Background: an optimization exercise with open tools, aiming at small area and a short achievable clock period. Do not read the settings as production practice.
At most, simulation tests tie the RTL to the original design; equivalence was not proved.
Power figures rest on the tool's default switching activity, not on a simulated workload.

==> module fpe_rm, before the edit <==
module fpe_rm (
  input  wire         clk,
  input  wire         rst,
  input  wire         link_rst,
  input  wire         rx_valid,
  input  wire [7:0]   rx_data,
  output wire         rx_ready,
  output wire         tx_valid,
  output wire [7:0]   tx_data,
  input  wire         tx_ready,
  input  wire [1:0]   c_req,
  input  wire [1:0]   c_op,
  input  wire [15:0]  c_addr,
  input  wire [9:0]   c_len,
  input  wire [255:0] c_wdata,
  input  wire [1:0]   c_lock,
  output reg  [1:0]   c_gnt,
  output wire [255:0] c_rdata,
  output reg  [1:0]   c_err,
  output wire         diag_valid,
  output wire [2:0]   diag_code
);
  wire         commit_req;
  wire         commit_wr;
  wire         commit_go;
  wire [5:0]   eng_addr;
  wire [4:0]   eng_len;
  wire [127:0] eng_buf;
  wire [3:0]   eng_amt;      
  wire [127:0] rot_out;
  reg          p_er;         
  fpe_engine u_engine (
    .clk        (clk),
    .rst        (rst),
    .link_rst   (link_rst),
    .rx_valid   (rx_valid),
    .rx_data    (rx_data),
    .rx_ready   (rx_ready),
    .tx_valid   (tx_valid),
    .tx_data    (tx_data),
    .tx_ready   (tx_ready),
    .commit_req (commit_req),
    .commit_wr  (commit_wr),
    .commit_go  (commit_go),
    .snap       (p_er),
    .eng_addr   (eng_addr),
    .eng_len    (eng_len),
    .eng_buf    (eng_buf),
    .eng_amt    (eng_amt),
    .rd_win     (rdata_q),
    .diag_valid (diag_valid),
    .diag_code  (diag_code)
  );
  reg own_valid;
  reg own_idx;
  wire eng_sel = commit_req && !own_valid && !link_rst;
  assign commit_go = eng_sel && !rst;
  wire e0 = c_req[0] && !c_gnt[0] && (!own_valid || !own_idx);
  wire e1 = c_req[1] && !c_gnt[1] && (!own_valid ||  own_idx);
  wire gnt0 = !rst && !eng_sel && e0;
  wire gnt1 = !rst && !eng_sel && !e0 && e1;
  wire ok0 = !(c_len[4] && |c_len[3:0]) &&
             ({1'b0, c_addr[7:0]}  + {4'b0000, c_len[4:0]} <= 9'd64);
  wire ok1 = !(c_len[9] && |c_len[8:5]) &&
             ({1'b0, c_addr[15:8]} + {4'b0000, c_len[9:5]} <= 9'd64);
  wire eng_pre = commit_req && !own_valid;
  wire pre0    = !c_gnt[0] && (!own_valid || !own_idx);
  wire [2:0] ag;
  wire rd, s_w0, s_w1, s_bq;
  fpe_pick u_pick (
    .rst      (rst),
    .link_rst (link_rst),
    .eng_pre  (eng_pre),
    .eng_wr   (commit_wr),
    .req0     (c_req[0]),
    .pre0     (pre0),
    .op       (c_op),
    .ag       (ag),
    .s_row    (rd),
    .s_w0     (s_w0),
    .s_w1     (s_w1),
    .s_bq     (s_bq)
  );
  wire [5:0] ca  = e0 ? c_addr[5:0] : c_addr[13:8];
  wire [4:0] cl  = e0 ? c_len[4:0]  : c_len[9:5];
  wire [4:0] rl  = ({5{ag[0]}} & eng_len) | ({5{!ag[0]}} & cl);
  wire [3:0] amt = ({4{ag[0]}} & eng_amt) | ({4{ag[1]}} & c_addr[3:0]) |
                   ({4{ag[2]}} & c_addr[11:8]);
  wire [15:0] lm_e, lm_c;
  fpe_lanes u_lanes_e (.a(eng_addr[3:0]), .len(eng_len), .lmask(lm_e));
  fpe_lanes u_lanes_c (.a(ca[3:0]),       .len(cl),      .lmask(lm_c));
  wire [15:0] lmask = ({16{ag[0]}} & lm_e) | ({16{!ag[0]}} & lm_c);
  wire [15:0] lt_e, lt_0, lt_1;
  wire [3:0]  rd0_e, rd0_0, rd0_1, rd1_e, rd1_0, rd1_1;
  fpe_rows u_rows_e (.a(eng_addr),     .lt(lt_e), .rd0(rd0_e), .rd1(rd1_e));
  fpe_rows u_rows_0 (.a(c_addr[5:0]),  .lt(lt_0), .rd0(rd0_0), .rd1(rd1_0));
  fpe_rows u_rows_1 (.a(c_addr[13:8]), .lt(lt_1), .rd0(rd0_1), .rd1(rd1_1));
  wire [15:0] lt  = ({16{ag[0]}} & lt_e) | ({16{ag[1]}} & lt_0) | ({16{ag[2]}} & lt_1);
  wire [3:0]  rd0 = ({4{ag[0]}} & rd0_e) | ({4{ag[1]}} & rd0_0) | ({4{ag[2]}} & rd0_1);
  wire [3:0]  rd1 = ({4{ag[0]}} & rd1_e) | ({4{ag[1]}} & rd1_0) | ({4{ag[2]}} & rd1_1);
  wire [63:0] row;
  genvar jj, rr;
  generate
    for (jj = 0; jj < 16; jj = jj + 1) begin : g_row_l
      for (rr = 0; rr < 4; rr = rr + 1) begin : g_row_r
        assign row[16*rr + jj] = lt[jj] ? rd1[rr] : rd0[rr];
      end
    end
  endgenerate
  wire wr = (commit_go && commit_wr) || (gnt0 && c_op[0] && ok0) ||
            (gnt1 && c_op[1] && ok1);
  fpe_regmap u_map (
    .clk     (clk),
    .rst     (rst),
    .row     (row),
    .amt     (amt),
    .lmask   (lmask),
    .rd      (rd),
    .wr      (wr),
    .s_w0    (s_w0),
    .s_w1    (s_w1),
    .s_bq    (s_bq),
    .w0      (c_wdata[127:0]),
    .w1      (c_wdata[255:128]),
    .bq      (eng_buf),
    .rot_out (rot_out)
  );
  wire [127:0] rmask;
  genvar k;
  generate
    for (k = 0; k < 16; k = k + 1) begin : g_rmask
      assign rmask[8*k +: 8] = {8{k < rl}};
    end
  endgenerate
  reg [127:0] rdata_q;
  assign c_rdata = {rdata_q, rdata_q};
  always @(posedge clk) begin
    rdata_q <= rot_out & rmask;
    p_er    <= commit_go && !commit_wr;
  end
  always @(posedge clk) begin
    c_err <= {!ok1, !ok0};
    if (rst) begin
      own_valid <= 1'b0;
      c_gnt     <= 2'b00;
    end else begin
      c_gnt <= {gnt1, gnt0};
      if (own_valid) begin
        own_valid <= c_lock[own_idx];
      end else begin
        own_valid <= (gnt0 && c_lock[0]) || (gnt1 && c_lock[1]);
        own_idx   <= gnt1;
      end
    end
  end
endmodule
==> module fpe_pick, before the edit <==
module fpe_pick (
  input  wire       rst,
  input  wire       link_rst,
  input  wire       eng_pre,
  input  wire       eng_wr,
  input  wire       req0,
  input  wire       pre0,
  input  wire [1:0] op,
  output wire [2:0] ag,
  output wire       s_row,
  output wire       s_w0,
  output wire       s_w1,
  output wire       s_bq
);
  wire e  = eng_pre && !link_rst;
  wire e0 = req0 && pre0;
  assign ag    = {!e && !e0, !e && e0, e};
  assign s_bq  = !rst && e && eng_wr;
  assign s_w0  = !rst && ag[1] && op[0];
  assign s_w1  = !rst && ag[2] && op[1];
  assign s_row = !rst && ((e && !eng_wr) || (ag[1] && !op[0]) || (ag[2] && !op[1]));
endmodule
==> flow/config.mk <==
export PLATFORM = sky130hd
export DESIGN_NAME = fpe_rm
export DESIGN_NICKNAME = fpe_rm
export VERILOG_FILES = /design/flow/design.v
export SDC_FILE = /design/flow/constraint.sdc
export NUM_CORES = 8
export LEC_CHECK = 0
export CAP_MARGIN = 40
export CORE_MARGIN = 2
export CORE_UTILIZATION = 40
export PLACE_DENSITY = 0.5
export SETUP_SLACK_MARGIN = 4
export SLEW_MARGIN = 20
export SYNTH_HIERARCHICAL = 1
export SYNTH_MINIMUM_KEEP_SIZE = 0
==> flow/constraint.sdc <==
create_clock -name core_clock -period 10.0 [get_ports {clk}]
set_input_delay 2.0000 -clock core_clock [delete_from_list [all_inputs] [get_ports {clk}]]
set_output_delay 2.0000 -clock core_clock [all_outputs]
set_load 0.01 [all_outputs]
standard.sh (not shown) runs the stock make flow with config.mk's settings and CLKGATE_MAP_FILE= SYNTH_SCRIPT=/design/flow/synth_recipe.tcl, a recipe that flattens the netlist after the stock synthesis.
==> flow/flow/run.sh <==
#!/bin/bash
# Layout flow: the standard flow (standard.sh), with two changes:
#  * synthesis maps the logic with an ABC script without ORFS's SOP balancing, buffering and sizing
#    (flow/abc_nf.abc: delay-aware mapping with area recovery) in place of ORFS's; the rest of
#    synthesis is the standard flow's own synth_recipe.tcl, unchanged, so the registers
#    are the standard synthesis's;
#  * the port buffers that buffer_ports inserts are sky130_fd_sc_hd__buf_2.
# Each tool's output is in ORFS's logs (orfs/logs/...); make's own output
# goes to flow_make.log.
set -euo pipefail
W=$PWD
{
  cat <<'EOT'
# ABC with the script in OWN_ABC_SCRIPT instead of the one synth.tcl names
proc abc {args} {
  set i [lsearch -exact $args -script]
  if {$i >= 0} {
    set args [lreplace $args [expr {$i + 1}] [expr {$i + 1}] $::env(OWN_ABC_SCRIPT)]
  }
  yosys abc {*}$args
}
EOT
  cat "$W/synth_recipe.tcl"
} > "$W/own_synth.tcl"
export OWN_ABC_SCRIPT="$W/flow/abc_nf.abc"
bash "$W/standard.sh" SYNTH_SCRIPT="$W/own_synth.tcl" \
  "BUFFER_PORTS_ARGS=-buffer_cell sky130_fd_sc_hd__buf_2" finish > "$W/flow_make.log" 2>&1
==> flow/flow/abc_nf.abc <==
strash
&get -n
&st
&dch
&nf
&put
topo
stime -c
Change:
--- a/flow/design.v
+++ b/flow/design.v
@@ -332,40 +332,23 @@
   wire ok1 = !(c_len[9] && |c_len[8:5]) &&
              ({1'b0, c_addr[15:8]} + {4'b0000, c_len[9:5]} <= 9'd64);
   wire eng_pre = commit_req && !own_valid;
-  wire pre0    = !c_gnt[0] && (!own_valid || !own_idx);
-  wire [2:0] ag;
-  wire rd, s_w0, s_w1, s_bq;
-  fpe_pick u_pick (
-    .rst      (rst),
-    .link_rst (link_rst),
-    .eng_pre  (eng_pre),
-    .eng_wr   (commit_wr),
-    .req0     (c_req[0]),
-    .pre0     (pre0),
-    .op       (c_op),
-    .ag       (ag),
-    .s_row    (rd),
-    .s_w0     (s_w0),
-    .s_w1     (s_w1),
-    .s_bq     (s_bq)
-  );
+  wire eng_a   = eng_pre && !link_rst;
   wire [5:0] ca  = e0 ? c_addr[5:0] : c_addr[13:8];
   wire [4:0] cl  = e0 ? c_len[4:0]  : c_len[9:5];
-  wire [4:0] rl  = ({5{ag[0]}} & eng_len) | ({5{!ag[0]}} & cl);
-  wire [3:0] amt = ({4{ag[0]}} & eng_amt) | ({4{ag[1]}} & c_addr[3:0]) |
-                   ({4{ag[2]}} & c_addr[11:8]);
+  wire [4:0] rl  = eng_a ? eng_len  : cl;
+  wire [3:0] amt = eng_a ? eng_amt  : ca[3:0];
   wire [15:0] lm_e, lm_c;
   fpe_lanes u_lanes_e (.a(eng_addr[3:0]), .len(eng_len), .lmask(lm_e));
   fpe_lanes u_lanes_c (.a(ca[3:0]),       .len(cl),      .lmask(lm_c));
-  wire [15:0] lmask = ({16{ag[0]}} & lm_e) | ({16{!ag[0]}} & lm_c);
+  wire [15:0] lmask = eng_a ? lm_e : lm_c;
   wire [15:0] lt_e, lt_0, lt_1;
   wire [3:0]  rd0_e, rd0_0, rd0_1, rd1_e, rd1_0, rd1_1;
   fpe_rows u_rows_e (.a(eng_addr),     .lt(lt_e), .rd0(rd0_e), .rd1(rd1_e));
   fpe_rows u_rows_0 (.a(c_addr[5:0]),  .lt(lt_0), .rd0(rd0_0), .rd1(rd1_0));
   fpe_rows u_rows_1 (.a(c_addr[13:8]), .lt(lt_1), .rd0(rd0_1), .rd1(rd1_1));
-  wire [15:0] lt  = ({16{ag[0]}} & lt_e) | ({16{ag[1]}} & lt_0) | ({16{ag[2]}} & lt_1);
-  wire [3:0]  rd0 = ({4{ag[0]}} & rd0_e) | ({4{ag[1]}} & rd0_0) | ({4{ag[2]}} & rd0_1);
-  wire [3:0]  rd1 = ({4{ag[0]}} & rd1_e) | ({4{ag[1]}} & rd1_0) | ({4{ag[2]}} & rd1_1);
+  wire [15:0] lt  = eng_a ? lt_e  : (e0 ? lt_0  : lt_1);
+  wire [3:0]  rd0 = eng_a ? rd0_e : (e0 ? rd0_0 : rd0_1);
+  wire [3:0]  rd1 = eng_a ? rd1_e : (e0 ? rd1_0 : rd1_1);
   wire [63:0] row;
   genvar jj, rr;
   generate
@@ -375,6 +358,10 @@
       end
     end
   endgenerate
+  wire rd   = eng_a ? !commit_wr : (e0 ? !c_op[0] : !c_op[1]);
+  wire s_bq = !rst && eng_sel && commit_wr;
+  wire s_w0 = !rst && !eng_sel && e0 && c_op[0];
+  wire s_w1 = !rst && !eng_sel && !e0 && c_op[1];
   wire wr = (commit_go && commit_wr) || (gnt0 && c_op[0] && ok0) ||
             (gnt1 && c_op[1] && ok1);
   fpe_regmap u_map (
@@ -383,7 +370,7 @@
     .row     (row),
     .amt     (amt),
     .lmask   (lmask),
-    .rd      (rd),
+    .rd      (rd && !rst),
     .wr      (wr),
     .s_w0    (s_w0),
     .s_w1    (s_w1),
@@ -422,25 +409,3 @@
     end
   end
 endmodule
-module fpe_pick (
-  input  wire       rst,
-  input  wire       link_rst,
-  input  wire       eng_pre,
-  input  wire       eng_wr,
-  input  wire       req0,
-  input  wire       pre0,
-  input  wire [1:0] op,
-  output wire [2:0] ag,
-  output wire       s_row,
-  output wire       s_w0,
-  output wire       s_w1,
-  output wire       s_bq
-);
-  wire e  = eng_pre && !link_rst;
-  wire e0 = req0 && pre0;
-  assign ag    = {!e && !e0, !e && e0, e};
-  assign s_bq  = !rst && e && eng_wr;
-  assign s_w0  = !rst && ag[1] && op[0];
-  assign s_w1  = !rst && ag[2] && op[1];
-  assign s_row = !rst && ((e && !eng_wr) || (ag[1] && !op[0]) || (ag[2] && !op[1]));
-endmodule
What happened:
- wire length went up by 0.90%
- critical path depth went down by 1
- area after synthesis barely changes
- clock skew went down by 0.0092 ns
- sequential power barely changes
- final cell count climbs by 1.8%
- clock-buffer cell count decreases by 7
- final area hardly moves
For the second run of this note, only the layout was checked, not whether the RTL still works.

## port drivers added, routing unchanged
No port has a modelled driver above. Below, the same layouts with a new extraction and two added sets of constraints.
Step 1 assumes that a clkbuf_16 drives the clock port and a buf_2 every other input.
Step 2, shift: input delay + t, output delay - t, t = (earliest + latest rising clock arrival at the registers) / 2. This alone moves slack from input paths to output paths.
Three values: ideal ports, drivers, drivers and shift; two values: the first two.
run | shift t [ns] | setup slack, ns | worst register clock-pin slew, ns | worst data-port slew with drivers (ns)
the first run | 0.751 | 3.919 / 3.967 / 3.216 | 0.07 / 0.07 | 0.06
the second run | 0.747 | 3.902 / 3.954 / 3.207 | 0.06 / 0.06 | 0.08
After both steps setup and hold are still met in every run listed. The setup slack of the first run, which loses most, moves by +0.048 ns with the drivers and by -0.703 ns with both steps.
